Background: an optimization exercise with open tools, aiming at small area. Do not read the settings as production practice.
Function was checked by simulation only, so behaviour that the tests miss may differ from the original.
The clock port is modelled as an ideal driver; clocking choices that lean on that would not hold on a real chip.
Power is estimated from default activity; no workload was simulated.

`flow/design.v`:
```
module b64_alpha (
    input  wire [5:0] idx,
    output wire [7:0] code
);
    wire lt26 = idx < 6'd26;
    wire lt52 = idx < 6'd52;
    wire lt62 = idx < 6'd62;
    wire [4:0] lo = idx[4:0] + (lt26 ? 5'd1 : lt52 ? 5'd7 : 5'd12);
    assign code = lt52 ? {1'b0, 1'b1, !lt26, lo} :
                  lt62 ? {4'b0011, lo[3:0]} :
                  {5'b00101, idx[0], 2'b11};
endmodule
module b64_rev (
    input  wire [20:0] c,
    output wire        is_val,
    output wire        is_pad,
    output wire [5:0]  val
);
    wire lo7 = ~|c[20:7];
    wire [6:0] x = c[6:0];
    wire let_ok = x[6] && x[4:0] != 5'd0 && x[4:0] <= 5'd26;
    wire dg     = x[6:4] == 3'b011 && x[3:0] <= 4'd9;
    wire sym    = x[6:4] == 3'b010 && x[3] && x[1:0] == 2'b11;
    assign is_pad = lo7 && x == 7'h3D;
    assign is_val = lo7 && (let_ok || dg || sym);
    wire [5:0] lv = {1'b0, x[4:0]} + (x[5] ? 6'd25 : 6'd63);
    wire [3:0] d4  = x[3:0] + 4'd4;
    assign val = x[6] ? lv : (x[4] ? {2'b11, d4} : {5'b11111, x[2]});
endmodule
module b64_enc (
    input  wire        clk,
    input  wire        rst,
    input  wire        in_valid,
    input  wire [9:0]  in_data,
    output wire        in_ready,
    output wire        out_valid,
    output wire [32:0] out_data,
    input  wire        out_ready,
    output wire        busy
);
    localparam [7:0] PAD_CODE = 8'h3D;
    reg [1:0] e_cnt;       
    reg       e_end;       
    reg       e_active;
    reg [6:0] e_c0n;       
    wire [6:0] e_c0 = ~e_c0n;
    reg [1:0] e_b0;        
    reg [7:0] e_b1;
    wire is_last = in_data[9];
    wire is_byte = !in_data[8];
    wire two     = e_cnt[1];
    assign in_ready  = out_ready && !e_end;
    assign out_valid = e_end || (two && in_valid && is_byte);
    assign busy      = e_active;
    wire accept = in_valid && in_ready;
    wire pop    = out_valid && out_ready;
    wire data   = !e_end || (e_cnt != 2'd0);    
    wire       first = (e_cnt == 2'd0);
    wire [7:0] ax, a1, a3;
    b64_alpha u_ax (.idx(first ? in_data[7:2] : {e_b1[3:0], e_end ? 2'b00 : in_data[7:6]}), .code(ax));
    b64_alpha u_a1 (.idx({e_b0, two ? e_b1[7:4] : 4'h0}), .code(a1));
    b64_alpha u_a3 (.idx(in_data[5:0]), .code(a3));
    wire [7:0] a0 = {1'b0, e_c0};
    wire [7:0] a2 = ax;
    wire [7:0] c2 = (e_cnt == 2'd1) ? PAD_CODE : a2;
    wire [7:0] c3 = e_end ? PAD_CODE : a3;
    assign out_data = data ? {1'b0, a0, a1, c2, c3} : {1'b1, 32'h0};
    always @(posedge clk) begin
        if (first) begin
            e_c0n <= ~ax[6:0];
            e_b0 <= in_data[1:0];
        end
        if (e_cnt == 2'd1) e_b1 <= in_data[7:0];
    end
    always @(posedge clk) begin
        if (rst) begin
            e_cnt    <= 2'd0;
            e_end    <= 1'b0;
            e_active <= 1'b0;
        end else if (e_end) begin
            if (pop) begin
                if (e_cnt != 2'd0)
                    e_cnt <= 2'd0;
                else
                    e_end <= 1'b0;
            end
        end else if (accept) begin
            if (is_byte)
                e_cnt <= two ? 2'd0 : e_cnt + 2'd1;
            if (is_last) begin
                e_end    <= 1'b1;
                e_active <= 1'b0;
            end else if (is_byte) begin
                e_active <= 1'b1;
            end
        end
    end
endmodule
module b64_dec (
    input  wire        clk,
    input  wire        rst,
    input  wire        in_valid,
    input  wire [22:0] in_data,
    output wire        in_ready,
    output wire        out_valid,
    output wire [27:0] out_data,
    input  wire        out_ready,
    output wire        busy
);
    reg  [1:0] d_pos;
    reg  [5:0] d_v0n, d_v1n, d_v2n;   
    wire [5:0] d_v0 = ~d_v0n, d_v1 = ~d_v1n, d_v2 = ~d_v2n;
    reg        d_pad2;      
    reg        d_err;       
    reg        d_hold;      
    reg        d_end;       
    reg        d_active;
    wire is_last = in_data[22];
    wire is_char = !in_data[21];
    wire       k_val, k_pad;
    wire [5:0] k_v;
    b64_rev u_rev (.c(in_data[20:0]), .is_val(k_val), .is_pad(k_pad), .val(k_v));
    wire full = (d_pos == 2'd3) && !d_err && !d_hold && !d_pad2 && is_char && k_val;
    assign in_ready  = out_ready && !d_end;
    assign out_valid = d_end || (in_valid && full);
    assign busy      = d_active;
    wire accept = in_valid && in_ready;
    wire pop    = out_valid && out_ready;
    wire       len_err = (d_pos != 2'd0);
    wire       dat     = !d_end || d_hold;
    wire       two     = !d_end || !d_pad2;
    wire [1:0] n       = {!d_end || (d_hold && !d_pad2), !d_end || (d_hold && d_pad2)};
    wire [1:0] status  = dat ? 2'b00 : {len_err || d_err, !len_err};
    wire [7:0] ob0 = dat         ? {d_v0, d_v1[5:4]}      : 8'h00;
    wire [7:0] ob1 = (dat & two) ? {d_v1[3:0], d_v2[5:2]} : 8'h00;
    wire [7:0] ob2 = !d_end      ? {d_v2[1:0], k_v}       : 8'h00;
    assign out_data = {status, n, ob0, ob1, ob2};
    always @(posedge clk) begin
        if (d_pos == 2'd0 && !d_hold) d_v0n <= ~k_v;
        if (d_pos == 2'd1) d_v1n <= ~k_v;
        if (d_pos == 2'd2) d_v2n <= ~k_v;
    end
    always @(posedge clk) begin
        if (rst || (d_end && pop && !d_hold)) begin
            d_pos    <= 2'd0;
            d_pad2   <= 1'b0;
            d_err    <= 1'b0;
            d_hold   <= 1'b0;
            d_end    <= 1'b0;
            d_active <= 1'b0;
        end else if (d_end) begin
            if (pop)
                d_hold <= 1'b0;
        end else if (accept) begin
            if (is_char) begin
                d_pos <= d_pos + 2'd1;
                if (!d_err) begin
                    if (d_hold) begin
                        d_err  <= 1'b1;
                        d_hold <= 1'b0;
                    end else begin
                        case (d_pos)
                            2'd0, 2'd1: if (!k_val) d_err <= 1'b1;
                            2'd2: if (k_pad) d_pad2 <= 1'b1;
                                  else if (!k_val) d_err <= 1'b1;
                            default:
                                if (k_pad) d_hold <= 1'b1;
                                else if (!(k_val && !d_pad2)) d_err <= 1'b1;
                        endcase
                    end
                end
            end
            if (is_last) begin
                d_end    <= 1'b1;
                d_active <= 1'b0;
            end else if (is_char) begin
                d_active <= 1'b1;
            end
        end
    end
endmodule
module b64core (
    input  wire        clk,
    input  wire        rst,
    input  wire        enc_in_valid,
    input  wire [9:0]  enc_in_data,
    output wire        enc_in_ready,
    output wire        enc_out_valid,
    output wire [32:0] enc_out_data,
    input  wire        enc_out_ready,
    output wire        enc_busy,
    input  wire        dec_in_valid,
    input  wire [22:0] dec_in_data,
    output wire        dec_in_ready,
    output wire        dec_out_valid,
    output wire [27:0] dec_out_data,
    input  wire        dec_out_ready,
    output wire        dec_busy
);
    b64_enc u_enc (
        .clk(clk), .rst(rst),
        .in_valid(enc_in_valid), .in_data(enc_in_data), .in_ready(enc_in_ready),
        .out_valid(enc_out_valid), .out_data(enc_out_data), .out_ready(enc_out_ready),
        .busy(enc_busy)
    );
    b64_dec u_dec (
        .clk(clk), .rst(rst),
        .in_valid(dec_in_valid), .in_data(dec_in_data), .in_ready(dec_in_ready),
        .out_valid(dec_out_valid), .out_data(dec_out_data), .out_ready(dec_out_ready),
        .busy(dec_busy)
    );
endmodule
```
`flow/flow/run.sh`:
```
#!/bin/bash
# Own layout flow: the standard layout (standard.sh) with
#  - the standard synthesis script, but ABC run with an area-oriented script
#    (flow/area.script) and adders left to ABC instead of the adder cells;
#  - port buffers of the smallest buffer cell;
#  - a clock tree of small clock buffers without dummy loads, each clock
#    buffer then sized to the smallest that keeps its loads' slew low
#    (flow/post_cts.tcl).
# Each tool's output goes to a log file in the work folder.
set -euo pipefail
W=$(pwd)
cat > "$W/own_synth.tcl" <<EOF
proc abc {args} {
  set i [lsearch -exact \$args -script]
  if {\$i >= 0} { lset args [expr {\$i+1}] $W/flow/area.script }
  yosys abc {*}\$args
}
source $W/synth_recipe.tcl
EOF
cat >> config.mk <<'EOF'
export BUFFER_PORTS_ARGS = -buffer_cell sky130_fd_sc_hd__buf_1
export CTS_ARGS = -sink_clustering_enable -repair_clock_nets -dont_use_dummy_load -buf_list sky130_fd_sc_hd__clkbuf_4 -root_buf sky130_fd_sc_hd__clkbuf_4
EOF
echo "export POST_CTS_TCL = $W/flow/post_cts.tcl" >> config.mk
bash standard.sh SYNTH_SCRIPT="$W/own_synth.tcl" ADDER_MAP_FILE= finish > standard.log 2>&1
```
`flow/flow/area.script`:
```
strash
&get -n
&deepsyn -T 30
&put
strash
dch -f
amap
mfs2
strash
dch -f
amap
mfs2
strash
dch -f
amap
```
`flow/flow/post_cts.tcl`:
```
# After CTS: size each clock buffer to the smallest clock buffer whose loads
# see an estimated slew below a target, leaves first, then legalize.
set ::clk_sizes {sky130_fd_sc_hd__clkbuf_1 sky130_fd_sc_hd__clkbuf_2 sky130_fd_sc_hd__clkbuf_4 sky130_fd_sc_hd__clkbuf_8 sky130_fd_sc_hd__clkbuf_16}
set ::clk_slew_target 0.104

proc clk_load_slew { inst } {
  set out [get_pins -of_objects $inst -filter "direction == output"]
  set worst 0
  foreach p [get_pins -of_objects [get_nets -of_objects $out] -filter "direction == input"] {
    set s [get_property $p slew_max]
    if { $s > $worst } { set worst $s }
  }
  return $worst
}

proc clk_is_leaf { inst } {
  set out [get_pins -of_objects $inst -filter "direction == output"]
  foreach p [get_pins -of_objects [get_nets -of_objects $out] -filter "direction == input"] {
    if { [string match *clkbuf* [get_property [get_cells -of_objects $p] ref_name]] } { return 0 }
  }
  return 1
}

proc clk_size { inst } {
  set clk_sizes $::clk_sizes; set clk_slew_target $::clk_slew_target
  set name [get_property $inst name]
  foreach size $clk_sizes {
    replace_cell $name $size
    estimate_parasitics -placement
    if { [clk_load_slew $inst] < $clk_slew_target } { break }
  }
  puts "clock buffer $name: $size, load slew [clk_load_slew $inst]"
}

set clk_bufs {}
foreach inst [get_cells *] {
  if { [string match sky130_fd_sc_hd__clkbuf_* [get_property $inst ref_name]] } {
    lappend clk_bufs $inst
  }
}
estimate_parasitics -placement
foreach inst $clk_bufs { if { [clk_is_leaf $inst] } { clk_size $inst } }
foreach inst $clk_bufs { if { ![clk_is_leaf $inst] } { clk_size $inst } }
# the root's size changes the leaves' input slew: upsize any leaf left over
foreach inst $clk_bufs {
  set i [lsearch $::clk_sizes [get_property $inst ref_name]]
  while { [clk_load_slew $inst] >= $::clk_slew_target && $i < [llength $::clk_sizes] - 1 } {
    incr i
    replace_cell [get_property $inst name] [lindex $::clk_sizes $i]
    estimate_parasitics -placement
  }
}
detailed_placement
check_placement -verbose
estimate_parasitics -placement
foreach inst $clk_bufs { puts "clock buffer [get_property $inst name]: [get_property $inst ref_name], load slew [clk_load_slew $inst]" }
```
`flow/standard.sh`:
```
#!/bin/bash
# synth_recipe.tcl (not shown) runs the flow's synth.tcl, then flattens the netlist and writes it again
# the make line also repeats each setting of config.mk as NAME=value (left out here)
make -C /OpenROAD-flow-scripts/flow DESIGN_CONFIG=/design/flow/config.mk WORK_HOME=/design/flow/orfs CLKGATE_MAP_FILE= SYNTH_SCRIPT=/design/flow/synth_recipe.tcl "${@:-finish}"
```
`flow/config.mk`:
```
export PLATFORM = sky130hd
export DESIGN_NAME = b64core
export DESIGN_NICKNAME = b64core
export VERILOG_FILES = /design/flow/design.v
export SDC_FILE = /design/flow/constraint.sdc
export NUM_CORES = 4
export LEC_CHECK = 0
export CAP_MARGIN = 20
export CORE_MARGIN = 2
export CORE_UTILIZATION = 65
export PLACE_DENSITY = 0.8
export SETUP_SLACK_MARGIN = 0.2
export SLEW_MARGIN = 20
export BUFFER_PORTS_ARGS = -buffer_cell sky130_fd_sc_hd__buf_1
export CTS_ARGS = -sink_clustering_enable -repair_clock_nets -dont_use_dummy_load -buf_list sky130_fd_sc_hd__clkbuf_4 -root_buf sky130_fd_sc_hd__clkbuf_4
export POST_CTS_TCL = /design/flow/flow/post_cts.tcl
```
`flow/constraint.sdc`:
```
create_clock -name core_clock -period 5.0 [get_ports {clk}]
set_input_delay 1.0000 -clock core_clock [delete_from_list [all_inputs] [get_ports {clk}]]
set_output_delay 1.0000 -clock core_clock [all_outputs]
set_load 0.01 [all_outputs]
```
==> run notes, run 1 <==
* Residual DRC at 0
* Most instantiated flip-flop cell in the synthesis netlist: sky130_fd_sc_hd__edfxtp_1
* Starting DRC count in detailed routing at 226
* Sum of negative setup slack at 0 ns
* Maximum clock frequency at 223 MHz
* Crit. End Element: output pin
* CTS clk-pin slew, worst paths at 0.07 ns
* Placeable core area at 0.00374 mm²
* Peak VDD IR at 187 µV
* Minimum clock period at 4.49 ns
* Routed via count divided by cell count at 5.70
* Count of endpoints failing setup in the final report at 0
* Layout area overhead at 22.4%
* Start point of the critical path: enc_in_data[3]
* Run status: no timing/DRC/antenna violations
* Final core occ at 84.0%
* Floorplan die area at 0.00447 mm²
* Number of warning messages in the yosys log at 2
* Number of antenna cells inserted at 0
* Top fanout value on the critical path at 6
* Final hold violation count at 0
* Average wire per cell in the routed design at 13.0 µm
* Portion of the post-synthesis area used by sequential elements at 49.5%
* Number of synthesized register bits at 46
* Number of flops mapped to enable cells by yosys at 35
* Via count of the first global-routing pass at 2250
* Clock latency reported for the late side of the worst-skew pair at 0.31 ns
* Leakage power at 0.00108 µW
* RSZ-0062 raised after global routing: true
* Start of the worst register-to-register path: u_enc.e_cnt[1]$_SDFFE_PP0P_
* Busiest layer in global routing: met2
* Fraction of met1 tracks used by global routing at 35.7%
* Most frequent cells in the layout: 100 x sky130_fd_sc_hd__buf_1, 96 x sky130_fd_sc_hd__nor2_1, 35 x sky130_fd_sc_hd__edfxtp_1, 33 x sky130_fd_sc_hd__clkinv_1, 26 x sky130_fd_sc_hd__o21ai_0
* Maximum number of pins on one net before global-route repair at 22
* Leading cell type in the layout, fill and taps excluded: sky130_fd_sc_hd__buf_1
* Clock Skew at 0.0312 ns
* Worst-Margin Slew at 1.02 ns
* TritonCTS clock tree: done
* Placer congestion estimate at 0.924
* Number of nets in the finished design at 474
* Vertical die dimension at 66.9 µm
* Residual overflow from global routing at 0
* Detailed placement HPWL at 4.78 mm
* Hold Path Origin: u_dec.d_err$_SDFFE_PP0P_
* Number of instances in the synthesized netlist at 319
* Antenna violations before repair at 0
* Tcrit/Tclk final at 89.8%
* Starting utilization of the core area at 68.6%
* Number of distinct standard cells referenced by the synthesized netlist at 35
* Type of the worst setup path: in2out
* First-pass GRT wire length at 9.72 mm
* Final ANT Viol Nets at 0
* I/O Pins at 106
* Data required, critical path at 4.00 ns
* Die extent in x at 66.9 µm
* Final count of pins violating max slew at 0
* Netlist Area Pre-Place at 0.00257 mm²
* IO buf count at 101
* Rows at 22
* Proportion of layout cells with a drive suffix above 1 at 5.08%
* Share of flip-flops with an asynchronous set or reset at 0%
* TritonCTS Sinks at 46
* Power per Cell Area at 278 mW/mm²
* Class of the tightest hold or removal check: reg2reg
* Routing usage on met3 at 7.26%
* Post-Route WL at 6.27 mm
* Aggregate global-route resource usage at 28.7%
* Total iterations of the first detailed-routing run at 5
* Worst Path Arrival at 3.49 ns
* Met2 layer usage reported by global route at 48.5%
* Total via count in the routed design at 2740
* Count of max-cap constraint violations at 0
* Syn avg cell area at 8.05 µm²
* Worst max-slew margin expressed relative to the limit at 31.5%
* Critical Path Source Type: input pin
[critical path, stage by stage]
cell                       delay, ns
sky130_fd_sc_hd__buf_1          0.20
sky130_fd_sc_hd__a32o_2         0.22
sky130_fd_sc_hd__nor2_1         0.06
sky130_fd_sc_hd__o31ai_2        0.27
sky130_fd_sc_hd__inv_2          0.10
sky130_fd_sc_hd__o21ai_1        0.23
sky130_fd_sc_hd__o21ai_0        0.14
sky130_fd_sc_hd__nand2_1        0.10
sky130_fd_sc_hd__o21ai_0        0.11
sky130_fd_sc_hd__nor2_1         0.18
sky130_fd_sc_hd__clkinv_1       0.10
sky130_fd_sc_hd__nor2_1         0.13
sky130_fd_sc_hd__nand2_1        0.10
sky130_fd_sc_hd__o221a_1        0.23
sky130_fd_sc_hd__a21oi_1        0.15
sky130_fd_sc_hd__buf_1          0.17
[through the flow]
step | power (µW) | cells | instance area, µm² | hold WS [ns] | worst slack [ns]
2_1_floorplan | 605 | 322 | 2580 | 0.448 | 0.449
3_3_place_gp | 681 | 472 | 3030 | 0.460 | 0.352
3_5_place_dp | 688 | 472 | 3030 | 0.474 | 0.240
5_1_grt | 923 | 481 | 3140 | 0.528 | 0.170
6_report | 876 | 481 | 3140 | 0.483 | 0.509
[per-layer routing]
| metal | vias to the layer above | share of wire (%) |
|---|---|---|
| met1 | 1212 | 40 |
| met2 | 161 | 47 |
| li1 | 1357 | - |
| met5 | - | 0 |
| met3 | 10 | 11 |
| met4 | 0 | 1.4 |
[registers in the layout (all words and copies together) (netlist names)]
| name | flops |
|---|---|
| u_enc.e_end | 1 |
| u_dec.d_v1n | 6 |
| u_dec.d_active | 1 |
| u_enc.e_b0 | 2 |
| u_enc.e_active | 1 |
| u_dec.d_v2n | 6 |
| u_dec.d_err | 1 |
| u_dec.d_end | 1 |
| u_dec.d_pad2 | 1 |
| u_enc.e_b1 | 8 |
| u_dec.d_v0n | 6 |
| u_enc.e_cnt | 2 |
| u_dec.d_hold | 1 |
| u_dec.d_pos | 2 |
| u_enc.e_c0n | 7 |
[cell families (layout without fill, tap and decap cells)]
family	after synthesis	count (layout)	share of synthesized area [%]
AND/OR/NAND/NOR	148	148	24.2
buffers and inverters	40	151	6.43
flip-flops	46	46	49.5
other	1	4	0.146
AO/OA/AOI/OAI	84	84	19.8
[power breakdown]
| group | switching (µW) | internal (µW) |
|---|---|---|
| Combinational | 153 | 80.4 |
| Clock | 106 | 81.6 |
| Sequential | 11.0 | 444 |
| Total | 270 | 606 |
[cell type report]
class,count,area [µm²]
inverter,36,139
clock buffer,5,62.6
timing repair buffer,110,448
fill,255,599
tap,48,60.1
multi-input combinational,236,1160
sequential,46,1270
[worst paths after layout]
kind                                   end  slack [ns]  depth (start not counted)
hold reg to reg   u_dec.d_err$_SDFFE_PP0P_        0.48                          2
setup reg to reg  u_enc.e_c0n[2]$_DFFE_PP_        1.95                         17
hold / removal    u_dec.d_err$_SDFFE_PP0P_        0.48                          2
setup / recovery          enc_out_data[10]        0.51                         16
[Yosys cell counts, types with 2 or more instances]
cell type	count	area share (%)
sky130_fd_sc_hd__nor2_1	97	14
sky130_fd_sc_hd__clkinv_1	36	5.3
sky130_fd_sc_hd__edfxtp_1	35	41
sky130_fd_sc_hd__o21ai_0	28	5.5
sky130_fd_sc_hd__a21oi_1	20	3.9
sky130_fd_sc_hd__nand2_1	20	2.9
sky130_fd_sc_hd__dfxtp_1	11	8.6
sky130_fd_sc_hd__nor3_1	11	2.1
sky130_fd_sc_hd__a211oi_1	8	2.3
sky130_fd_sc_hd__o22ai_1	8	1.9
sky130_fd_sc_hd__a31oi_1	5	1.2
sky130_fd_sc_hd__nand3_1	5	0.97
sky130_fd_sc_hd__buf_4	4	1.2
sky130_fd_sc_hd__nor4_1	3	0.73
sky130_fd_sc_hd__o21a_1	3	0.88
sky130_fd_sc_hd__and3_1	2	0.49
sky130_fd_sc_hd__nand2b_1	2	0.49
sky130_fd_sc_hd__nand3b_1	2	0.58
sky130_fd_sc_hd__nand4_1	2	0.49
sky130_fd_sc_hd__o31ai_1	2	0.58
==> run 2: changes to the inputs <==
==> flow/flow/area.script (replaced) <==
strash
&get -n
&deepsyn -T 30
&put
strash
dch -f
map -a
mfs2
strash
dch -f
amap
==> run 2 against run 1 <==
Clock-buffer cell count unchanged. Routed wire length grew 4.5%. Fmax decreased by 1.4%. Synthesized cell count up 1.3%. Still clean on timing, DRC and antenna. Critical path type unchanged. First-iteration DRC count up 81%. Largest power group unchanged. Utilization rose by 0.067 points. Area after synthesis up 0.63%. Critical path depth fell by 2. Sequential share of layout area hardly changed. Combinational power about the same. Highest routed layer unchanged. Worst setup slack got worse by 0.064 ns. Sequential power about the same.
==> run notes, run 2 <==
* Fraction of synthesized cell area in xor and xnor cells at 0%
* Post-Route WL at 6.55 mm
* Biggest regs: u_enc.e_b1 (8), u_enc.e_c0n (7)
* Via count of the first global-routing pass at 2325
* Minimum setup slack among reg-to-reg paths at 1.91 ns
* Worst setup slack after layout at 0.445 ns
* Starting utilization of the core area at 69.1%
* Fraction of the mapped netlist area in simple logic gates at 24.5%
* Detailed placement HPWL at 4.93 mm
* Number of warning messages in the yosys log at 2
* Leakage power at 0.00107 µW
* Most instantiated flip-flop cell in the synthesis netlist: sky130_fd_sc_hd__edfxtp_1
* Rows at 22
* Antenna violations before repair at 0
* Largest register FFs at 8
* Clock latency reported for the late side of the worst-skew pair at 0.36 ns
* Final ANT Viol Nets at 0
* Aggregate global-route resource usage at 29.7%
* Mux share of post-synthesis cell area at 0%
* Layout area overhead at 21.7%
* Leading post-synthesis cells by instance count: 98 x sky130_fd_sc_hd__nor2_1, 40 x sky130_fd_sc_hd__clkinv_1, 35 x sky130_fd_sc_hd__edfxtp_1, 24 x sky130_fd_sc_hd__a21oi_1, 20 x sky130_fd_sc_hd__nand2_1
* Fraction of synthesized cell area taken by the top area cell type at 40.7%
* Portion of the post-synthesis area used by sequential elements at 49.2%
* Tcrit/Tclk final at 91.1%
* Area fraction in compound gates after synthesis at 19.2%
* Routed metal-1 wire length at 2.59 mm
* Number of flops mapped to enable cells by yosys at 35
* I/O Pins at 106
* Worst-Margin Slew at 1.04 ns
* Share of flip-flops with an asynchronous set or reset at 0%
* Vertical die dimension at 67.1 µm
* Number of distinct standard cells referenced by the synthesized netlist at 32
* IO buf count at 101
* Count of max-cap constraint violations at 0
* Number of fillers in the final layout at 259
* Average wire per cell in the routed design at 13.6 µm
* Post-detailed-placement cell area at 0.00305 mm²
* Worst Path Arrival at 3.56 ns
* Clock power share at 20.7%
* Die extent in x at 67.1 µm
* Critical Path Source Type: input pin
* TritonCTS Sinks at 46
* Most frequent cells in the layout: 101 x sky130_fd_sc_hd__buf_1, 98 x sky130_fd_sc_hd__nor2_1, 38 x sky130_fd_sc_hd__clkinv_1, 35 x sky130_fd_sc_hd__edfxtp_1, 23 x sky130_fd_sc_hd__a21oi_1
* First-pass GRT wire length at 10.0 mm
* Clock Skew at 0.0286 ns
* Arithmetic-cell share of the synthesized area counting full adders, half adders and majority gates at 0%
* Netlist Area Pre-Place at 0.00258 mm²
* Topmost layer with routed signal wires: met4
* Data required, critical path at 4.00 ns
* TritonCTS clock tree: done
* Count of endpoints failing setup in the final report at 0
* RSZ-0062 raised after global routing: true
* Internal Dissipation at 596 µW
* Library cell occupying the most area in the post-synthesis netlist: sky130_fd_sc_hd__edfxtp_1
* CTS clk-pin slew, worst paths at 0.07 ns
* Top fanout value on the critical path at 5
* Residual overflow from global routing at 0
* Cell with the most instances after synthesis: sky130_fd_sc_hd__nor2_1
* Crit. End Element: output pin
* Starting DRC count in detailed routing at 408
* Total iterations of the first detailed-routing run at 7
* Share of total power in sequential cells at 52.3%
* Number of instances in the synthesized netlist at 323
* Proportion of layout cells with a drive suffix above 1 at 4.38%
* Number of antenna cells inserted at 0
* Syn avg cell area at 8.00 µm²
* Area of all placed cells without fillers at 0.00315 mm²
* Maximum clock frequency at 220 MHz
* Residual DRC at 0
* Minimum clock period at 4.56 ns
* Register name with the most flops: u_enc.e_b1
* Placer congestion estimate at 0.928
* Routed via count divided by cell count at 5.88
* Final core occ at 84.1%
* Run status: no timing/DRC/antenna violations
* Fraction of power consumed by combinational cells at 27.0%
* Maximum number of pins on one net before global-route repair at 22
* Number of synthesized register bits at 46
* Final count of pins violating max slew at 0
* Switching Share at 31.6%
* Sum of met2 wire segment lengths after detailed routing at 3.07 mm
* Peak VDD IR at 213 µV
* Class of the tightest hold or removal check: reg2reg
* Type of the worst setup path: in2out
* Floorplan die area at 0.00450 mm²
* Power per Cell Area at 277 mW/mm²
* Placeable core area at 0.00374 mm²
* Placement Setup Slack at 0.366 ns
* Worst max-slew margin expressed relative to the limit at 30.3%
* Number of nets in the finished design at 475
* Leading cell type in the layout, fill and taps excluded: sky130_fd_sc_hd__buf_1
* Top cells by area in the synthesized netlist: sky130_fd_sc_hd__edfxtp_1 41%, sky130_fd_sc_hd__nor2_1 14%, sky130_fd_sc_hd__dfxtp_1 8.5%, sky130_fd_sc_hd__clkinv_1 5.8%, sky130_fd_sc_hd__a21oi_1 4.6%
* Dominant combinational cell family by area after synthesis: simple AND/OR/NAND/NOR gates
* Net switching power of the design at 276 µW
* Total via count in the routed design at 2832
* Final hold violation count at 0
* Sum of negative setup slack at 0 ns
* Routed length on met3 at 715 µm
## run 2: area by class of cell
type	instances	area, µm²	share of cell area (%)
Inverter	40	154	4.89
Timing Repair Buffer	107	428	13.6
Multi-Input combinational cell	236	1180	37.4
Clock buffer	5	56.3	1.79
Sequential cell	46	1270	40.4
Tap cell	48	60.1	1.91
## run 2: worst paths after layout
| path | start | end | depth (start not counted) |
|---|---|---|---|
| setup / recovery | enc_in_data[5] | enc_out_data[8] | 14 |
| hold / removal | u_dec.d_pad2$_SDFFE_PP0P_ | u_dec.d_pad2$_SDFFE_PP0P_ | 2 |
| setup reg to reg | u_enc.e_cnt[1]$_SDFFE_PP0P_ | u_enc.e_c0n[4]$_DFFE_PP_ | 16 |
| hold reg to reg | u_dec.d_pad2$_SDFFE_PP0P_ | u_dec.d_pad2$_SDFFE_PP0P_ | 2 |
## run 2: per-layer routing
layer  GRT usage, %  vias up
li1               -     1363
met1           38.8     1257
met2           51.1      189
met4           9.69        0
met3           3.55       23
met5              0        -
## run 2: power by group through the flow
stage / combinational [µW] / sequential (µW) / clock (µW)
after global placement: 218 / 463 / 0
final: 235 / 456 / 181
after detailed placement: 225 / 464 / 0
after floorplan: 143 / 461 / 0
after global routing: 263 / 458 / 200
## run 2: cell families after synthesis
group,after synthesis
other cells,1
flops,46
buf+inv,44
simple gates,151
compound gates,81
## run 2: through the flow
stage,hold slack (ns),total power [µW],instances
floorplan,0.445,604,326
global placement,0.471,681,477
detailed placement,0.476,689,477
global route,0.513,921,482
finish,0.487,872,482
## run 2: worst max-delay path, stage by stage
cell,delay [ns]
sky130_fd_sc_hd__buf_1,0.21
sky130_fd_sc_hd__o22ai_2,0.17
sky130_fd_sc_hd__a211oi_1,0.38
sky130_fd_sc_hd__clkinv_1,0.23
sky130_fd_sc_hd__o21ai_1,0.19
sky130_fd_sc_hd__a21oi_2,0.08
sky130_fd_sc_hd__a21oi_1,0.21
sky130_fd_sc_hd__nor2_1,0.08
sky130_fd_sc_hd__a21oi_1,0.15
sky130_fd_sc_hd__nand2_1,0.13
sky130_fd_sc_hd__nor3_2,0.24
sky130_fd_sc_hd__o32ai_1,0.14
sky130_fd_sc_hd__a21oi_1,0.17
sky130_fd_sc_hd__buf_1,0.17
==> run 3: changes to the inputs <==
--- a/flow/config.mk
+++ b/flow/config.mk
@@ -10,5 +10,5 @@
 export CORE_UTILIZATION = 65
 export PLACE_DENSITY = 0.8
-export SETUP_SLACK_MARGIN = 0.2
+export SETUP_SLACK_MARGIN = 0.1
 export SLEW_MARGIN = 20
 export BUFFER_PORTS_ARGS = -buffer_cell sky130_fd_sc_hd__buf_1
==> run 3 against run 2 <==
Worst hold slack worse by 0.0031 ns. Flip-flop and latch count unchanged. Register-to-register slack worse by 0.07 ns. Clock skew down 0.0036 ns. Die area unchanged. Area after synthesis unchanged. Critical path depth up 3. Sequential power about the same. Routed wire length about the same. Worst setup slack worse by 0.019 ns.
==> run notes, run 3 <==
* End point of the worst hold path: u_dec.d_pad2$_SDFFE_PP0P_
* Final hold violation count at 0
* Library cell occupying the most area in the post-synthesis netlist: sky130_fd_sc_hd__edfxtp_1
* Destination of the worst register-to-register timing path: u_enc.e_c0n[4]$_DFFE_PP_
* Number of fillers in the final layout at 259
* Post-Route WL at 6.55 mm
* Share of flip-flops with an asynchronous set or reset at 0%
* Number of instances in the synthesized netlist at 323
* Maximum single-stage delay on the critical path at 0.29 ns
* Critical Path Source Type: input pin
* Detailed placement HPWL at 4.93 mm
* Most instantiated flip-flop cell in the synthesis netlist: sky130_fd_sc_hd__edfxtp_1
* Slowest cell on the critical path: sky130_fd_sc_hd__o31ai_2
* Number of antenna cells inserted at 0
* Top fanout value on the critical path at 5
* Final ANT Viol Nets at 0
* Area of all placed cells without fillers at 0.00314 mm²
* Number of synthesized register bits at 46
* Leading post-synthesis cells by instance count: 98 x sky130_fd_sc_hd__nor2_1, 40 x sky130_fd_sc_hd__clkinv_1, 35 x sky130_fd_sc_hd__edfxtp_1, 24 x sky130_fd_sc_hd__a21oi_1, 20 x sky130_fd_sc_hd__nand2_1
* Worst-Margin Slew at 1.06 ns
* Placer congestion estimate at 0.928
* Antenna violations before repair at 0
* Placeable core area at 0.00374 mm²
* Worst max-slew margin expressed relative to the limit at 28.6%
* Register name with the most flops: u_enc.e_b1
* Cell with the most instances after synthesis: sky130_fd_sc_hd__nor2_1
* Hold Path Origin: u_dec.d_pad2$_SDFFE_PP0P_
* Tcrit/Tclk final at 91.5%
* Syn avg cell area at 8.00 µm²
* Hold path cells at 2
* CP Cell Sequence: buf_1, o22ai_2, clkinv_1, nor2b_1, o31ai_2, o21ai_0, a21oi_1, a21oi_1, nor2_1, a21oi_1, nand2_1, clkinv_1, o21ai_0, a21oi_1, or2_0, a21oi_1, buf_1
* Number of cell instances on the worst register-to-register path at 16
* IO buf count at 101
* Number of nets in the finished design at 475
* Type of the worst setup path: in2out
* Die extent in x at 67.1 µm
* Number of flops mapped to enable cells by yosys at 35
* Maximum clock frequency at 219 MHz
* Routed via count divided by cell count at 5.94
* Maximum number of pins on one net before global-route repair at 22
* Vertical die dimension at 67.1 µm
* CTS clk-pin slew, worst paths at 0.07 ns
* TritonCTS clock tree: done
* Start of the worst register-to-register path: u_enc.e_cnt[1]$_SDFFE_PP0P_
* Average wire per cell in the routed design at 13.6 µm
* I/O Pins at 106
* Floorplan die area at 0.00450 mm²
* TritonCTS Sinks at 46
* Clock latency reported for the late side of the worst-skew pair at 0.36 ns
* Largest register FFs at 8
* Count of max-cap constraint violations at 0
* Number of warning messages in the yosys log at 2
* Peak VDD IR at 213 µV
* Rows at 22
* Layout area overhead at 21.6%
* Total via count in the routed design at 2865
* Via count of the first global-routing pass at 2325
* Biggest regs: u_enc.e_b1 (8), u_enc.e_c0n (7)
* Portion of the post-synthesis area used by sequential elements at 49.2%
* Leakage power at 0.00107 µW
* Final count of pins violating max slew at 0
* Data required, critical path at 4.00 ns
* Starting DRC count in detailed routing at 373
* Worst Path Arrival at 3.57 ns
* Clock Skew at 0.0250 ns
* RSZ-0062 raised after global routing: false
* Residual overflow from global routing at 0
* Netlist Area Pre-Place at 0.00258 mm²
* Power per Cell Area at 277 mW/mm²
* Minimum clock period at 4.57 ns
* Most frequent cell on the critical path: sky130_fd_sc_hd__a21oi_1
* Run status: no timing/DRC/antenna violations
* Total iterations of the first detailed-routing run at 5
* Starting utilization of the core area at 69.1%
* Crit. End Element: output pin
* Leading cell type in the layout, fill and taps excluded: sky130_fd_sc_hd__buf_1
* Post-detailed-placement cell area at 0.00305 mm²
* Fraction of synthesized cell area taken by the top area cell type at 40.7%
* Number of distinct standard cells referenced by the synthesized netlist at 32
* Residual DRC at 0
* Top cells by area in the synthesized netlist: sky130_fd_sc_hd__edfxtp_1 41%, sky130_fd_sc_hd__nor2_1 14%, sky130_fd_sc_hd__dfxtp_1 8.5%, sky130_fd_sc_hd__clkinv_1 5.8%, sky130_fd_sc_hd__a21oi_1 4.6%
* First-pass GRT wire length at 10.0 mm
* Class of the tightest hold or removal check: reg2reg
* Final hold slack at 0.484 ns
* Aggregate global-route resource usage at 29.7%
* Proportion of layout cells with a drive suffix above 1 at 3.92%
* Start point of the critical path: enc_in_data[4]
* Count of endpoints failing setup in the final report at 0
* Most frequent cells in the layout: 101 x sky130_fd_sc_hd__buf_1, 98 x sky130_fd_sc_hd__nor2_1, 39 x sky130_fd_sc_hd__clkinv_1, 35 x sky130_fd_sc_hd__edfxtp_1, 24 x sky130_fd_sc_hd__a21oi_1
* Sum of negative setup slack at 0 ns
* Minimum setup slack among reg-to-reg paths at 1.84 ns
==> run 3: logic make-up after synthesis <==
logic type      synth area share (%)
flops                           49.2
buf+inv                         6.97
compound gates                  19.2
simple gates                    24.5
other cells                    0.145
==> run 3: power breakdown <==
part           switching, µW  internal, µW
registers               12.0           444
logic                    155          79.1
clock network            109          72.6
total                    276           596
==> run 3: layout make-up <==
type | count | area [µm²] | share of cell area, %
multi-input cells | 236 | 1170 | 37.3
well taps | 48 | 60.1 | 1.91
repair buffers | 107 | 428 | 13.6
flip-flops and latches | 46 | 1270 | 40.4
clock buffers | 5 | 56.3 | 1.79
inverters | 40 | 154 | 4.90
==> run 3: worst max-delay path, delay by kind of cell <==
| family | cells | cell delay (ns) |
|---|---|---|
| AOI/OAI and AO/OA | 9 | 1.44 |
| and+or+nand+nor | 4 | 0.59 |
| buffers and inverters | 4 | 0.54 |
==> run 3: metrics by stage <==
stage / worst slack, ns / util, % / power [µW] / std cells
after global placement: 0.553 / 81.5 / 681 / 477
after floorplan: 0.457 / - / 604 / 326
after global routing: 0.0909 / 84.0 / 919 / 482
final: 0.426 / 84.0 / 872 / 482
after detailed placement: 0.366 / 81.5 / 689 / 477
==> run 3: how the worst max path moves through the flow <==
stage | end | slack (ns) | cells after the start
global placement | enc_out_data[8] | 0.55 | 14
detailed placement | enc_out_data[12] | 0.37 | 17
floorplan | enc_out_data[8] | 0.46 | 14
finish | enc_out_data[12] | 0.43 | 17
global route | enc_out_data[0] | 0.09 | 19
==> run 3: routing by layer <==
metal	GRT usage [%]	share of wire, %	vias to the layer above
li1	-	-	1362
met1	38.8	39	1268
met2	51.1	47	206
met3	3.55	11	29
met4	9.69	3.1	0
met5	0	0	-
==> run 4: changes to the inputs <==
--- a/flow/design.v
+++ b/flow/design.v
@@ -43,33 +43,33 @@
     reg       e_end;       
     reg       e_active;
-    reg [6:0] e_c0n;       
-    wire [6:0] e_c0 = ~e_c0n;
+    reg [6:0] e_c0;        
     reg [1:0] e_b0;        
-    reg [7:0] e_b1;
+    reg [7:0] e_b1, e_b2;
     wire is_last = in_data[9];
     wire is_byte = !in_data[8];
-    wire two     = e_cnt[1];
-    assign in_ready  = out_ready && !e_end;
-    assign out_valid = e_end || (two && in_valid && is_byte);
+    wire full    = (e_cnt == 2'd3);
+    assign out_valid = full || e_end;
+    assign in_ready  = !out_valid;
     assign busy      = e_active;
     wire accept = in_valid && in_ready;
     wire pop    = out_valid && out_ready;
-    wire data   = !e_end || (e_cnt != 2'd0);    
+    wire data   = (e_cnt != 2'd0);    
     wire       first = (e_cnt == 2'd0);
     wire [7:0] ax, a1, a3;
-    b64_alpha u_ax (.idx(first ? in_data[7:2] : {e_b1[3:0], e_end ? 2'b00 : in_data[7:6]}), .code(ax));
-    b64_alpha u_a1 (.idx({e_b0, two ? e_b1[7:4] : 4'h0}), .code(a1));
-    b64_alpha u_a3 (.idx(in_data[5:0]), .code(a3));
+    b64_alpha u_ax (.idx(first ? in_data[7:2] : {e_b1[3:0], full ? e_b2[7:6] : 2'h0}), .code(ax));
+    b64_alpha u_a1 (.idx({e_b0, e_cnt[1] ? e_b1[7:4] : 4'h0}), .code(a1));
+    b64_alpha u_a3 (.idx(e_b2[5:0]), .code(a3));
     wire [7:0] a0 = {1'b0, e_c0};
     wire [7:0] a2 = ax;
     wire [7:0] c2 = (e_cnt == 2'd1) ? PAD_CODE : a2;
-    wire [7:0] c3 = e_end ? PAD_CODE : a3;
+    wire [7:0] c3 = full ? a3 : PAD_CODE;
     assign out_data = data ? {1'b0, a0, a1, c2, c3} : {1'b1, 32'h0};
     always @(posedge clk) begin
         if (first) begin
-            e_c0n <= ~ax[6:0];
+            e_c0 <= ax[6:0];
             e_b0 <= in_data[1:0];
         end
         if (e_cnt == 2'd1) e_b1 <= in_data[7:0];
+        if (e_cnt == 2'd2) e_b2 <= in_data[7:0];
     end
     always @(posedge clk) begin
@@ -78,14 +78,7 @@
             e_end    <= 1'b0;
             e_active <= 1'b0;
-        end else if (e_end) begin
-            if (pop) begin
-                if (e_cnt != 2'd0)
-                    e_cnt <= 2'd0;
-                else
-                    e_end <= 1'b0;
-            end
         end else if (accept) begin
             if (is_byte)
-                e_cnt <= two ? 2'd0 : e_cnt + 2'd1;
+                e_cnt <= e_cnt + 2'd1;
             if (is_last) begin
                 e_end    <= 1'b1;
@@ -94,4 +87,9 @@
                 e_active <= 1'b1;
             end
+        end else if (pop) begin
+            if (data)
+                e_cnt <= 2'd0;
+            else
+                e_end <= 1'b0;
         end
     end
@@ -109,46 +107,48 @@
 );
     reg  [1:0] d_pos;
-    reg  [5:0] d_v0n, d_v1n, d_v2n;   
-    wire [5:0] d_v0 = ~d_v0n, d_v1 = ~d_v1n, d_v2 = ~d_v2n;
+    reg  [5:0] d_v0, d_v1, d_v2, d_v3;
     reg        d_pad2;      
     reg        d_err;       
     reg        d_hold;      
+    reg        d_full;      
     reg        d_end;       
     reg        d_active;
     wire is_last = in_data[22];
     wire is_char = !in_data[21];
+    assign out_valid = d_full || d_end;
+    assign in_ready  = !out_valid;
+    assign busy      = d_active;
+    wire accept = in_valid && in_ready;
+    wire pop    = out_valid && out_ready;
     wire       k_val, k_pad;
     wire [5:0] k_v;
     b64_rev u_rev (.c(in_data[20:0]), .is_val(k_val), .is_pad(k_pad), .val(k_v));
-    wire full = (d_pos == 2'd3) && !d_err && !d_hold && !d_pad2 && is_char && k_val;
-    assign in_ready  = out_ready && !d_end;
-    assign out_valid = d_end || (in_valid && full);
-    assign busy      = d_active;
-    wire accept = in_valid && in_ready;
-    wire pop    = out_valid && out_ready;
     wire       len_err = (d_pos != 2'd0);
-    wire       dat     = !d_end || d_hold;
-    wire       two     = !d_end || !d_pad2;
-    wire [1:0] n       = {!d_end || (d_hold && !d_pad2), !d_end || (d_hold && d_pad2)};
+    wire       dat     = d_full || d_hold;
+    wire       two     = d_full || !d_pad2;
+    wire [1:0] n       = {d_full || (d_hold && !d_pad2), d_full || (d_hold && d_pad2)};
     wire [1:0] status  = dat ? 2'b00 : {len_err || d_err, !len_err};
-    wire [7:0] ob0 = dat         ? {d_v0, d_v1[5:4]}      : 8'h00;
-    wire [7:0] ob1 = (dat & two) ? {d_v1[3:0], d_v2[5:2]} : 8'h00;
-    wire [7:0] ob2 = !d_end      ? {d_v2[1:0], k_v}       : 8'h00;
+    wire [7:0] ob0 = dat         ? {d_v0, d_v1[5:4]}        : 8'h00;
+    wire [7:0] ob1 = (dat & two) ? {d_v1[3:0], d_v2[5:2]}   : 8'h00;
+    wire [7:0] ob2 = d_full      ? {d_v2[1:0], d_v3}        : 8'h00;
     assign out_data = {status, n, ob0, ob1, ob2};
     always @(posedge clk) begin
-        if (d_pos == 2'd0 && !d_hold) d_v0n <= ~k_v;
-        if (d_pos == 2'd1) d_v1n <= ~k_v;
-        if (d_pos == 2'd2) d_v2n <= ~k_v;
-    end
-    always @(posedge clk) begin
-        if (rst || (d_end && pop && !d_hold)) begin
+        if (d_pos == 2'd0 && !d_hold && !d_full) d_v0 <= k_v;
+        if (d_pos == 2'd1) d_v1 <= k_v;
+        if (d_pos == 2'd2) d_v2 <= k_v;
+        if (d_pos == 2'd3) d_v3 <= k_v;
+    end
+    always @(posedge clk) begin
+        if (rst || (pop && !dat)) begin
             d_pos    <= 2'd0;
             d_pad2   <= 1'b0;
             d_err    <= 1'b0;
             d_hold   <= 1'b0;
+            d_full   <= 1'b0;
             d_end    <= 1'b0;
             d_active <= 1'b0;
-        end else if (d_end) begin
-            if (pop)
+        end else if (pop) begin
+            d_full <= 1'b0;
+            if (!d_full)
                 d_hold <= 1'b0;
         end else if (accept) begin
@@ -165,6 +165,7 @@
                                   else if (!k_val) d_err <= 1'b1;
                             default:
-                                if (k_pad) d_hold <= 1'b1;
-                                else if (!(k_val && !d_pad2)) d_err <= 1'b1;
+                                if (k_val && !d_pad2) d_full <= 1'b1;
+                                else if (k_pad) d_hold <= 1'b1;
+                                else d_err <= 1'b1;
                         endcase
                     end
--- a/flow/flow/post_cts.tcl
+++ b/flow/flow/post_cts.tcl
@@ -2,5 +2,5 @@
 # see an estimated slew below a target, leaves first, then legalize.
 set ::clk_sizes {sky130_fd_sc_hd__clkbuf_1 sky130_fd_sc_hd__clkbuf_2 sky130_fd_sc_hd__clkbuf_4 sky130_fd_sc_hd__clkbuf_8 sky130_fd_sc_hd__clkbuf_16}
-set ::clk_slew_target 0.104
+set ::clk_slew_target 0.100
 
 proc clk_load_slew { inst } {
--- a/flow/config.mk
+++ b/flow/config.mk
@@ -8,7 +8,5 @@
 export CAP_MARGIN = 20
 export CORE_MARGIN = 2
-export CORE_UTILIZATION = 65
-export PLACE_DENSITY = 0.8
-export SETUP_SLACK_MARGIN = 0.1
+export CORE_UTILIZATION = 40
 export SLEW_MARGIN = 20
 export BUFFER_PORTS_ARGS = -buffer_cell sky130_fd_sc_hd__buf_1
==> run 4 against run 3 <==
First-iteration DRC count decreased by 66%. Via count is 0.28% higher. Non-clock buffer count increased by 1. Critical path type unchanged. Area after synthesis grew 22%. Worst setup slack improved by 0.031 ns. Largest power group unchanged. Critical path depth rose by 2. Utilization decreased by 35 points. Combinational power is 13% lower. Highest routed layer unchanged. Register-to-register slack improved by 0.12 ns.
==> run notes, run 4 <==
* Fraction of the mapped netlist area in simple logic gates at 24.2%
* Placeable core area at 0.00769 mm²
* CP Cell Sequence: buf_1, o22ai_1, or2_0, a21oi_1, nor2b_1, nor2_1, nand2_1, o21ai_1, o21ai_0, nand2_1, o21ai_0, nor2_1, a21oi_1, nor3_2, clkinv_1, o21ai_0, nor2_1, nor2_1, buf_1
* Internal Dissipation at 752 µW
* Final count of pins violating max slew at 0
* Start of the worst register-to-register path: u_enc.e_cnt[0]$_SDFFE_PP0P_
* Final hold violation count at 0
* Floorplan die area at 0.00860 mm²
* Residual overflow from global routing at 0
* IO buf count at 101
* Aggregate global-route resource usage at 17.3%
* Netlist Area Pre-Place at 0.00315 mm²
* CTS clk-pin slew, worst paths at 0.08 ns
* Peak VDD IR at 105 µV
* TritonCTS Sinks at 61
* TritonCTS clock tree: done
* Sequential cell area at 0.00171 mm²
* Placed instance count at 552
* Number of cells in the finished layout apart from fillers at 561
* Post-Route WL at 7.32 mm
* Fraction of power consumed by combinational cells at 19.6%
* Via count of the first global-routing pass at 2618
* Die extent in x at 92.7 µm
* Maximum single-stage delay on the critical path at 0.28 ns
* Class of the tightest hold or removal check: reg2reg
* Portion of the post-synthesis area used by sequential elements at 54.4%
* Final ANT Viol Nets at 0
* Maximum clock frequency at 220 MHz
* Number of synthesized register bits at 61
* Leading post-synthesis cells by instance count: 67 x sky130_fd_sc_hd__nor2_1, 49 x sky130_fd_sc_hd__edfxtp_1, 37 x sky130_fd_sc_hd__nor2b_1, 35 x sky130_fd_sc_hd__clkinv_1, 25 x sky130_fd_sc_hd__nand2_1
* Sum of negative setup slack at 0 ns
* Start point of the critical path: enc_in_data[5]
* Count of endpoints failing setup in the final report at 0
* Share of total power in sequential cells at 58.1%
* Count of max-cap constraint violations at 0
* Worst-Margin Slew at 0.758 ns
* Number of fillers in the final layout at 757
* Number of cell instances on the worst register-to-register path at 17
* Top cells by area in the synthesized netlist: sky130_fd_sc_hd__edfxtp_1 47%, sky130_fd_sc_hd__nor2_1 8.0%, sky130_fd_sc_hd__dfxtp_1 7.6%, sky130_fd_sc_hd__nor2b_1 7.4%, sky130_fd_sc_hd__clkinv_1 4.2%
* Placer congestion estimate at 0.901
* Most instantiated flip-flop cell in the synthesis netlist: sky130_fd_sc_hd__edfxtp_1
* Top fanout value on the critical path at 3
* Number of antenna cells inserted at 0
* Hold Path Origin: u_dec.d_end$_SDFFE_PP0P_
* Type of the worst setup path: in2out
* Leakage power at 0.00123 µW
* Number of flops mapped to enable cells by yosys at 49
* Worst max-slew margin expressed relative to the limit at 49.1%
* Proportion of layout cells with a drive suffix above 1 at 3.92%
* Hold path cells at 2
* Maximum number of pins on one net before global-route repair at 41
* Biggest regs: u_enc.e_b1 (8), u_enc.e_b2 (8), u_enc.e_c0 (7)
* Most frequent cell on the critical path: sky130_fd_sc_hd__nor2_1
* Worst Path Arrival at 3.54 ns
* Switching Share at 27.5%
* Average wire per cell in the routed design at 13.0 µm
* Arithmetic-cell share of the synthesized area counting full adders, half adders and majority gates at 0%
* Layout area overhead at 19.5%
* Total iterations of the first detailed-routing run at 4
* Tcrit/Tclk final at 90.9%
* Mux share of post-synthesis cell area at 0%
* Fraction of synthesized cell area taken by the top area cell type at 46.7%
* I/O Pins at 106
* Number of nets in the finished design at 500
* Rows at 32
* Minimum clock period at 4.54 ns
* Run status: no timing/DRC/antenna violations
* Detailed placement HPWL at 5.68 mm
* Share of flip-flops with an asynchronous set or reset at 0%
* Fraction of synthesized cell area in xor and xnor cells at 0%
* Syn avg cell area at 9.13 µm²
* RSZ-0062 raised after global routing: false
* Multi-input combinational cell area at 0.00128 mm²
* Slowest cell on the critical path: sky130_fd_sc_hd__or2_0
* Leading cell type in the layout, fill and taps excluded: sky130_fd_sc_hd__buf_1
* Number of instances in the synthesized netlist at 345
* Total via count in the routed design at 2873
* Crit. End Element: output pin
* Routed via count divided by cell count at 5.12
* Cell with the most instances after synthesis: sky130_fd_sc_hd__nor2_1
* Clock latency reported for the late side of the worst-skew pair at 0.32 ns
* Clock Skew at 0.0258 ns
* Critical Path Source Type: input pin
* Number of warning messages in the yosys log at 2
* Number of distinct standard cells referenced by the synthesized netlist at 30
* Library cell occupying the most area in the post-synthesis netlist: sky130_fd_sc_hd__edfxtp_1
* Area fraction in compound gates after synthesis at 15.9%
* Dominant combinational cell family by area after synthesis: simple AND/OR/NAND/NOR gates
* Antenna violations before repair at 0
* Clock power share at 22.2%
* Vertical die dimension at 92.7 µm
* Power per Cell Area at 276 mW/mm²
* Most frequent cells in the layout: 101 x sky130_fd_sc_hd__buf_1, 66 x sky130_fd_sc_hd__nor2_1, 49 x sky130_fd_sc_hd__edfxtp_1, 37 x sky130_fd_sc_hd__nor2b_1, 35 x sky130_fd_sc_hd__clkinv_1
* Residual DRC at 0
* Starting DRC count in detailed routing at 125
* First-pass GRT wire length at 11.7 mm
* Net switching power of the design at 285 µW
* Starting utilization of the core area at 41.0%
* Data required, critical path at 4.00 ns
## run 4: cell type report
type / instances / area share [%]
clock buffers: 9 / 1.89
well taps: 102 / 3.39
inverters: 35 / 3.49
flip-flops and latches: 61 / 45.5
repair buffers: 108 / 11.7
multi-input cells: 246 / 34.1
## run 4: cell families (layout without fill, tap and decap cells)
group / after synthesis / in the layout
other: 1 / 4
buffers and inverters: 41 / 152
DFF: 61 / 61
and+or+nand+nor: 161 / 161
AOI/OAI and AO/OA: 81 / 81
## run 4: power by group through the flow
stage | clock network (µW) | logic [µW] | registers (µW)
after global placement | 0 | 199 | 614
final | 231 | 204 | 603
after floorplan | 0 | 133 | 612
after global routing | 263 | 231 | 607
after detailed placement | 0 | 202 | 615
## run 4: path summary, 6_finish.rpt
kind | end | slack (ns)
setup / recovery | enc_out_data[10] | 0.46
hold / removal | u_dec.d_end$_SDFFE_PP0P_ | 0.50
setup reg to reg | u_enc.e_c0[2]$_DFFE_PP_ | 1.96
hold reg to reg | u_dec.d_end$_SDFFE_PP0P_ | 0.50
## run 4: per-layer routing
layer	global-route usage [%]	wire [µm]	vias up	part of all wire (%)
met2	29.0	3640	83	50
met5	0	0	-	0
li1	-	-	1444	-
met1	22.6	3330	1342	46
met3	2.85	312	4	4.3
met4	6.37	31	0	0.42
## run 4: critical path: cells and delay by family
family	cells	cell delay, ns
AO/OA/AOI/OAI	7	1.02
buffers and inverters	3	0.41
AND/OR/NAND/NOR	9	1.11
## run 4: metrics by stage
step	utilization, %	cell area (µm²)	total power, µW	hold WS, ns	setup WS, ns
after detailed placement	47.9	3680	817	0.483	0.407
final	49.0	3760	1040	0.500	0.457
after global routing	49.0	3760	1100	0.514	0.0174
after global placement	47.9	3680	813	0.456	0.524
after floorplan	-	3160	745	0.441	0.0383
==> run 5: changes to the inputs <==
--- a/flow/flow/post_cts.tcl
+++ b/flow/flow/post_cts.tcl
@@ -2,5 +2,5 @@
 # see an estimated slew below a target, leaves first, then legalize.
 set ::clk_sizes {sky130_fd_sc_hd__clkbuf_1 sky130_fd_sc_hd__clkbuf_2 sky130_fd_sc_hd__clkbuf_4 sky130_fd_sc_hd__clkbuf_8 sky130_fd_sc_hd__clkbuf_16}
-set ::clk_slew_target 0.100
+set ::clk_slew_target 0.112
 
 proc clk_load_slew { inst } {
--- a/flow/config.mk
+++ b/flow/config.mk
@@ -8,5 +8,6 @@
 export CAP_MARGIN = 20
 export CORE_MARGIN = 2
-export CORE_UTILIZATION = 40
+export CORE_UTILIZATION = 72
+export PLACE_DENSITY = 0.85
 export SLEW_MARGIN = 20
 export BUFFER_PORTS_ARGS = -buffer_cell sky130_fd_sc_hd__buf_1
==> run 5 against run 4 <==
Largest power group unchanged. Largest cell class unchanged. Cell area did not move. Critical endpoint unchanged. Synthesized cell count is the same. Critical path type unchanged. Clock power about the same.
==> run notes, run 5 <==
* Final count of pins violating max slew at 0
* Total iterations of the first detailed-routing run at 7
* Share of flip-flops with an asynchronous set or reset at 0%
* Via count of the first global-routing pass at 2689
* Top cells by area in the synthesized netlist: sky130_fd_sc_hd__edfxtp_1 47%, sky130_fd_sc_hd__nor2_1 8.0%, sky130_fd_sc_hd__dfxtp_1 7.6%, sky130_fd_sc_hd__nor2b_1 7.4%, sky130_fd_sc_hd__clkinv_1 4.2%
* Worst setup slack after layout at 0.178 ns
* Power per Cell Area at 283 mW/mm²
* Detailed placement HPWL at 5.92 mm
* Clock Skew at 0.0229 ns
* TritonCTS clock tree: done
* Critical Path Source Type: input pin
* CP Cell Sequence: buf_1, o22ai_2, or2_0, a21oi_2, nor2b_2, nor2_1, o21ai_1, o21ai_0, nand2_1, o21ai_0, nor2_1, a21oi_1, nor3_2, clkinv_1, o21ai_1, nor2_1, nor2_1, buf_1
* Leakage power at 0.00126 µW
* Final hold violation count at 0
* Type of the worst setup path: in2out
* Count of max-cap constraint violations at 0
* I/O Pins at 106
* Class of the tightest hold or removal check: reg2reg
* Number of nets in the finished design at 505
* Minimum clock period at 4.82 ns
* Placer congestion estimate at 0.973
* Aggregate global-route resource usage at 33.6%
* Proportion of layout cells with a drive suffix above 1 at 6.25%
* Netlist Area Pre-Place at 0.00315 mm²
* Placeable core area at 0.00429 mm²
* Peak VDD IR at 270 µV
* Biggest regs: u_enc.e_b1 (8), u_enc.e_b2 (8), u_enc.e_c0 (7)
* Placement Setup Slack at 0.0651 ns
* Worst Path Arrival at 3.82 ns
* Die extent in x at 70.1 µm
* Layout area overhead at 19.5%
* Data required, critical path at 4.00 ns
* Sum of negative setup slack at 0 ns
* Final total power at 1070 µW
* TritonCTS Sinks at 61
* Number of instances in the synthesized netlist at 345
* Residual DRC at 0
* Final core occ at 87.7%
* Starting utilization of the core area at 73.3%
* Clock latency reported for the late side of the worst-skew pair at 0.34 ns
* Library cell occupying the most area in the post-synthesis netlist: sky130_fd_sc_hd__edfxtp_1
* Starting DRC count in detailed routing at 372
* Run status: no timing/DRC/antenna violations
* Cell with the most instances after synthesis: sky130_fd_sc_hd__nor2_1
* Most frequent cell on the critical path: sky130_fd_sc_hd__nor2_1
* Worst max-slew margin expressed relative to the limit at 47.3%
* Number of synthesized register bits at 61
* Final ANT Viol Nets at 0
* Count of endpoints failing setup in the final report at 0
* Average wire per cell in the routed design at 16.6 µm
* Rows at 24
* Number of distinct standard cells referenced by the synthesized netlist at 30
* Floorplan die area at 0.00492 mm²
* Maximum number of pins on one net before global-route repair at 27
* Number of flops mapped to enable cells by yosys at 49
* Residual overflow from global routing at 0
* Tcrit/Tclk final at 96.4%
* Most frequent cells in the layout: 101 x sky130_fd_sc_hd__buf_1, 66 x sky130_fd_sc_hd__nor2_1, 49 x sky130_fd_sc_hd__edfxtp_1, 36 x sky130_fd_sc_hd__nor2b_1, 34 x sky130_fd_sc_hd__clkinv_1
* Number of warning messages in the yosys log at 2
* Total via count in the routed design at 3140
* Slowest cell on the critical path: sky130_fd_sc_hd__o22ai_2
* IO buf count at 101
* First-pass GRT wire length at 12.7 mm
* Post-Route WL at 8.55 mm
* Maximum single-stage delay on the critical path at 0.30 ns
* Routed via count divided by cell count at 6.09
* Leading post-synthesis cells by instance count: 67 x sky130_fd_sc_hd__nor2_1, 49 x sky130_fd_sc_hd__edfxtp_1, 37 x sky130_fd_sc_hd__nor2b_1, 35 x sky130_fd_sc_hd__clkinv_1, 25 x sky130_fd_sc_hd__nand2_1
* Number of antenna cells inserted at 0
* Portion of the post-synthesis area used by sequential elements at 54.4%
* Syn avg cell area at 9.13 µm²
* Maximum clock frequency at 207 MHz
* Antenna violations before repair at 0
* Crit. End Element: output pin
* Top fanout value on the critical path at 4
* Most instantiated flip-flop cell in the synthesis netlist: sky130_fd_sc_hd__edfxtp_1
* Worst-Margin Slew at 0.788 ns
* Fraction of synthesized cell area taken by the top area cell type at 46.7%
* CTS clk-pin slew, worst paths at 0.08 ns
* Vertical die dimension at 70.1 µm
* Leading cell type in the layout, fill and taps excluded: sky130_fd_sc_hd__buf_1
-- run 5: cell families after synthesis --
logic type | Yosys count | synth area share [%]
simple gates | 161 | 24.2
flops | 61 | 54.4
buf+inv | 41 | 5.48
other cells | 1 | 0.119
compound gates | 81 | 15.9
-- run 5: final cells by class --
type	count	area [µm²]
Tap cell	52	65.1
Multi-Input combinational cell	246	1310
Sequential cell	61	1710
Inverter	35	135
Clock buffer	9	68.8
Fill cell	217	529
Timing Repair Buffer	113	470
-- run 5: per-layer routing --
| layer | up-vias | wire length (µm) | track usage [%] |
|---|---|---|---|
| li1 | 1456 | - | - |
| met1 | 1381 | 3170 | 45.0 |
| met2 | 267 | 4120 | 54.2 |
| met3 | 36 | 981 | 7.36 |
| met4 | 0 | 268 | 12.6 |
| met5 | - | 0 | 0 |
-- run 5: worst max-delay path, delay by kind of cell --
family,cells,cell delay [ns]
simple gates,8,1.20
compound gates,7,1.18
buf+inv,3,0.44
-- run 5: path summary, 6_finish.rpt --
path                          startpoint                   endpoint  slack (ns)  cells past startpoint
min reg2reg    u_dec.d_pad2$_SDFFE_PP0P_  u_dec.d_pad2$_SDFFE_PP0P_        0.50                      2
max reg2reg  u_enc.e_cnt[1]$_SDFFE_PP0P_    u_enc.e_c0[2]$_DFFE_PP_        1.67                     17
min            u_dec.d_pad2$_SDFFE_PP0P_  u_dec.d_pad2$_SDFFE_PP0P_        0.50                      2
max                       enc_in_data[5]           enc_out_data[10]        0.18                     18
-- run 5: metrics by stage --
step	std cells	cell area (µm²)	hold slack, ns
after floorplan	348	3160	0.441
after global placement	502	3620	0.459
after detailed placement	502	3620	0.489
after global routing	516	3760	0.514
final	516	3760	0.499
-- run 5: power by group --
part,switching (µW),internal [µW]
registers,14.5,592
logic,148,77.2
clock network,149,85.1
total,311,754
==> run 6: changes to the inputs <==
--- a/flow/design.v
+++ b/flow/design.v
@@ -43,5 +43,6 @@
     reg       e_end;       
     reg       e_active;
-    reg [6:0] e_c0;        
+    reg [6:0] e_c0n;       
+    wire [6:0] e_c0 = ~e_c0n;
     reg [1:0] e_b0;        
     reg [7:0] e_b1, e_b2;
@@ -67,5 +68,5 @@
     always @(posedge clk) begin
         if (first) begin
-            e_c0 <= ax[6:0];
+            e_c0n <= ~ax[6:0];
             e_b0 <= in_data[1:0];
         end
@@ -107,5 +108,6 @@
 );
     reg  [1:0] d_pos;
-    reg  [5:0] d_v0, d_v1, d_v2, d_v3;
+    reg  [5:0] d_v0n, d_v1n, d_v2n, d_v3n;   
+    wire [5:0] d_v0 = ~d_v0n, d_v1 = ~d_v1n, d_v2 = ~d_v2n, d_v3 = ~d_v3n;
     reg        d_pad2;      
     reg        d_err;       
@@ -134,8 +136,8 @@
     assign out_data = {status, n, ob0, ob1, ob2};
     always @(posedge clk) begin
-        if (d_pos == 2'd0 && !d_hold && !d_full) d_v0 <= k_v;
-        if (d_pos == 2'd1) d_v1 <= k_v;
-        if (d_pos == 2'd2) d_v2 <= k_v;
-        if (d_pos == 2'd3) d_v3 <= k_v;
+        if (d_pos == 2'd0 && !d_hold && !d_full) d_v0n <= ~k_v;
+        if (d_pos == 2'd1) d_v1n <= ~k_v;
+        if (d_pos == 2'd2) d_v2n <= ~k_v;
+        if (d_pos == 2'd3) d_v3n <= ~k_v;
     end
     always @(posedge clk) begin
--- a/flow/flow/post_cts.tcl
+++ b/flow/flow/post_cts.tcl
@@ -2,5 +2,5 @@
 # see an estimated slew below a target, leaves first, then legalize.
 set ::clk_sizes {sky130_fd_sc_hd__clkbuf_1 sky130_fd_sc_hd__clkbuf_2 sky130_fd_sc_hd__clkbuf_4 sky130_fd_sc_hd__clkbuf_8 sky130_fd_sc_hd__clkbuf_16}
-set ::clk_slew_target 0.112
+set ::clk_slew_target 0.104
 
 proc clk_load_slew { inst } {
--- a/flow/config.mk
+++ b/flow/config.mk
@@ -8,6 +8,7 @@
 export CAP_MARGIN = 20
 export CORE_MARGIN = 2
-export CORE_UTILIZATION = 72
-export PLACE_DENSITY = 0.85
+export CORE_UTILIZATION = 65
+export PLACE_DENSITY = 0.8
+export SETUP_SLACK_MARGIN = 0.2
 export SLEW_MARGIN = 20
 export BUFFER_PORTS_ARGS = -buffer_cell sky130_fd_sc_hd__buf_1
==> run 6 against run 5 <==
Non-clock buffer count fell by 3. Clock-buffer cell count is the same. Critical path type is now reg2out. Worst setup slack better by 0.37 ns. Sequential power hardly changed. Highest routed layer unchanged. Critical path depth grew 1. Critical endpoint is now enc_out_data[12]. Area after synthesis fell by 3.5%. Clock power is essentially flat.
==> run notes, run 6 <==
* Run status: no timing/DRC/antenna violations
* Worst Path Arrival at 3.46 ns
* Most frequent cells in the layout: 101 x sky130_fd_sc_hd__buf_1, 97 x sky130_fd_sc_hd__nor2_1, 49 x sky130_fd_sc_hd__edfxtp_1, 33 x sky130_fd_sc_hd__clkinv_1, 29 x sky130_fd_sc_hd__nand2_1
* End point of the worst hold path: u_dec.d_end$_SDFFE_PP0P_
* Critical Path Source Type: flip-flop
* Class of the tightest hold or removal check: reg2reg
* Final total power at 1010 µW
* Rows at 24
* Count of max-cap constraint violations at 0
* Aggregate global-route resource usage at 27.9%
* Number of synthesized register bits at 61
* Vertical die dimension at 72.4 µm
* TritonCTS clock tree: done
* Number of flops mapped to enable cells by yosys at 49
* Clock latency reported for the late side of the worst-skew pair at 0.33 ns
* Routed via count divided by cell count at 5.71
* Placer congestion estimate at 0.865
* Most instantiated flip-flop cell in the synthesis netlist: sky130_fd_sc_hd__edfxtp_1
* Proportion of layout cells with a drive suffix above 1 at 4.55%
* Minimum clock period at 4.46 ns
* Cell with the most instances after synthesis: sky130_fd_sc_hd__nor2_1
* Residual DRC at 0
* Final hold violation count at 0
* Net switching power of the design at 269 µW
* Number of instances in the synthesized netlist at 346
* RSZ-0062 raised after global routing: false
* Die extent in x at 72.4 µm
* Top fanout value on the critical path at 9
* Detailed placement HPWL at 5.37 mm
* Starting DRC count in detailed routing at 185
* Clock power share at 23.1%
* Total iterations of the first detailed-routing run at 5
* Switching Share at 26.7%
* Final count of pins violating max slew at 0
## run 6: changes by cell type after synthesis, sizes merged, moves of 4 or more
cell | before | now
a22oi | 6 | 2
a21oi | 18 | 27
nor3 | 10 | 14
nand2 | 25 | 29
nor2 | 67 | 98
nor2b | 37 | 3
## run 6: cells by family (layout without fill, tap and decap cells)
family	Yosys count	after routing	share of synthesized area (%)
AO/OA/AOI/OAI	80	80	15.4
buffers and inverters	40	153	5.56
flip-flops	61	61	56.3
other	1	4	0.123
AND/OR/NAND/NOR	164	164	22.6
## run 6: worst max-delay path: stages (launching register included)
cell                       delay, ns
sky130_fd_sc_hd__dfxtp_1        0.39
sky130_fd_sc_hd__buf_4          0.19
sky130_fd_sc_hd__clkinv_1       0.21
sky130_fd_sc_hd__nor2_1         0.26
sky130_fd_sc_hd__a22oi_1        0.17
sky130_fd_sc_hd__clkinv_1       0.10
sky130_fd_sc_hd__nor2_1         0.05
sky130_fd_sc_hd__o21ai_1        0.21
sky130_fd_sc_hd__inv_2          0.10
sky130_fd_sc_hd__nor2_1         0.13
sky130_fd_sc_hd__o21ai_0        0.14
sky130_fd_sc_hd__o21ai_0        0.23
sky130_fd_sc_hd__nand2_1        0.09
sky130_fd_sc_hd__o21a_1         0.12
sky130_fd_sc_hd__nor2_1         0.15
sky130_fd_sc_hd__a21oi_1        0.09
sky130_fd_sc_hd__o21ai_0        0.10
sky130_fd_sc_hd__nand2_1        0.10
sky130_fd_sc_hd__a21oi_1        0.14
sky130_fd_sc_hd__buf_1          0.16
## run 6: worst max path at each step
stage	startpoint	end	depth (start not counted)	slack, ns
floorplan	u_enc.e_cnt[1]$_SDFFE_PP0P_	enc_out_data[11]	18	0.35
global route	u_enc.e_cnt[1]$_SDFFE_PP0P_	enc_out_data[11]	19	0.19
detailed placement	enc_in_data[5]	enc_out_data[12]	16	0.60
global placement	enc_in_data[5]	enc_out_data[11]	16	0.73
finish	u_enc.e_cnt[1]$_SDFFE_PP0P_	enc_out_data[12]	19	0.54
## run 6: per-stage QoR
stage / instance area [µm²] / setup WS, ns / utilization, % / cells
floorplan: 3050 / 0.349 / - / 349
global placement: 3500 / 0.735 / 78.8 / 502
detailed placement: 3500 / 0.597 / 78.8 / 502
global route: 3610 / 0.193 / 81.2 / 514
finish: 3610 / 0.543 / 81.2 / 514
## run 6: layout make-up
cell class / instances / area, µm² / share of cell area, %
repair buffers: 110 / 447 / 12.4
flip-flops and latches: 61 / 1710 / 47.5
well taps: 52 / 65.1 / 1.80
inverters: 34 / 128 / 3.54
multi-input cells: 248 / 1180 / 32.8
clock buffers: 9 / 71.3 / 1.98
## run 6: power by group through the flow
stage | Sequential, µW | Clock (µW) | Combinational [µW]
floorplan | 614 | 0 | 108
global placement | 615 | 0 | 157
detailed placement | 617 | 0 | 162
global route | 609 | 251 | 191
finish | 606 | 232 | 170
## run 6: metal layers
layer / track usage [%] / wire [µm] / vias up
met5: 0 / 0 / -
met1: 31.8 / 2610 / 1322
li1: - / - / 1440
met3: 7.36 / 586 / 18
met2: 50.2 / 3690 / 155
met4: 10.9 / 174 / 0

==> separate check: timing with driven ports <==
The flow's constraints put no driver on any port. The routed layouts listed below were extracted and timed again, unchanged, in two steps.
Step 1 assumes that a clkbuf_16 drives the clock port and a buf_2 every other input.
Step 2 times the ports against the registers' clock, not the clock port: input delays grow and output delays shrink by t, the midpoint of the rising clock arrivals with the driver on.
Three values: no drivers, after step 1, after step 2; two values: the first two.
run	shift t [ns]	slack for setup (ns)
run 1	0.328	0.509 / 0.485 / 0.485
run 2	0.368	0.445 / 0.421 / 0.421
run 3	0.368	0.426 / 0.400 / 0.400
run 4	0.338	0.457 / 0.407 / 0.407
run 5	0.351	0.178 / 0.144 / 0.144
run 6	0.339	0.543 / 0.516 / 0.583
After both steps every run listed still meets setup and hold.
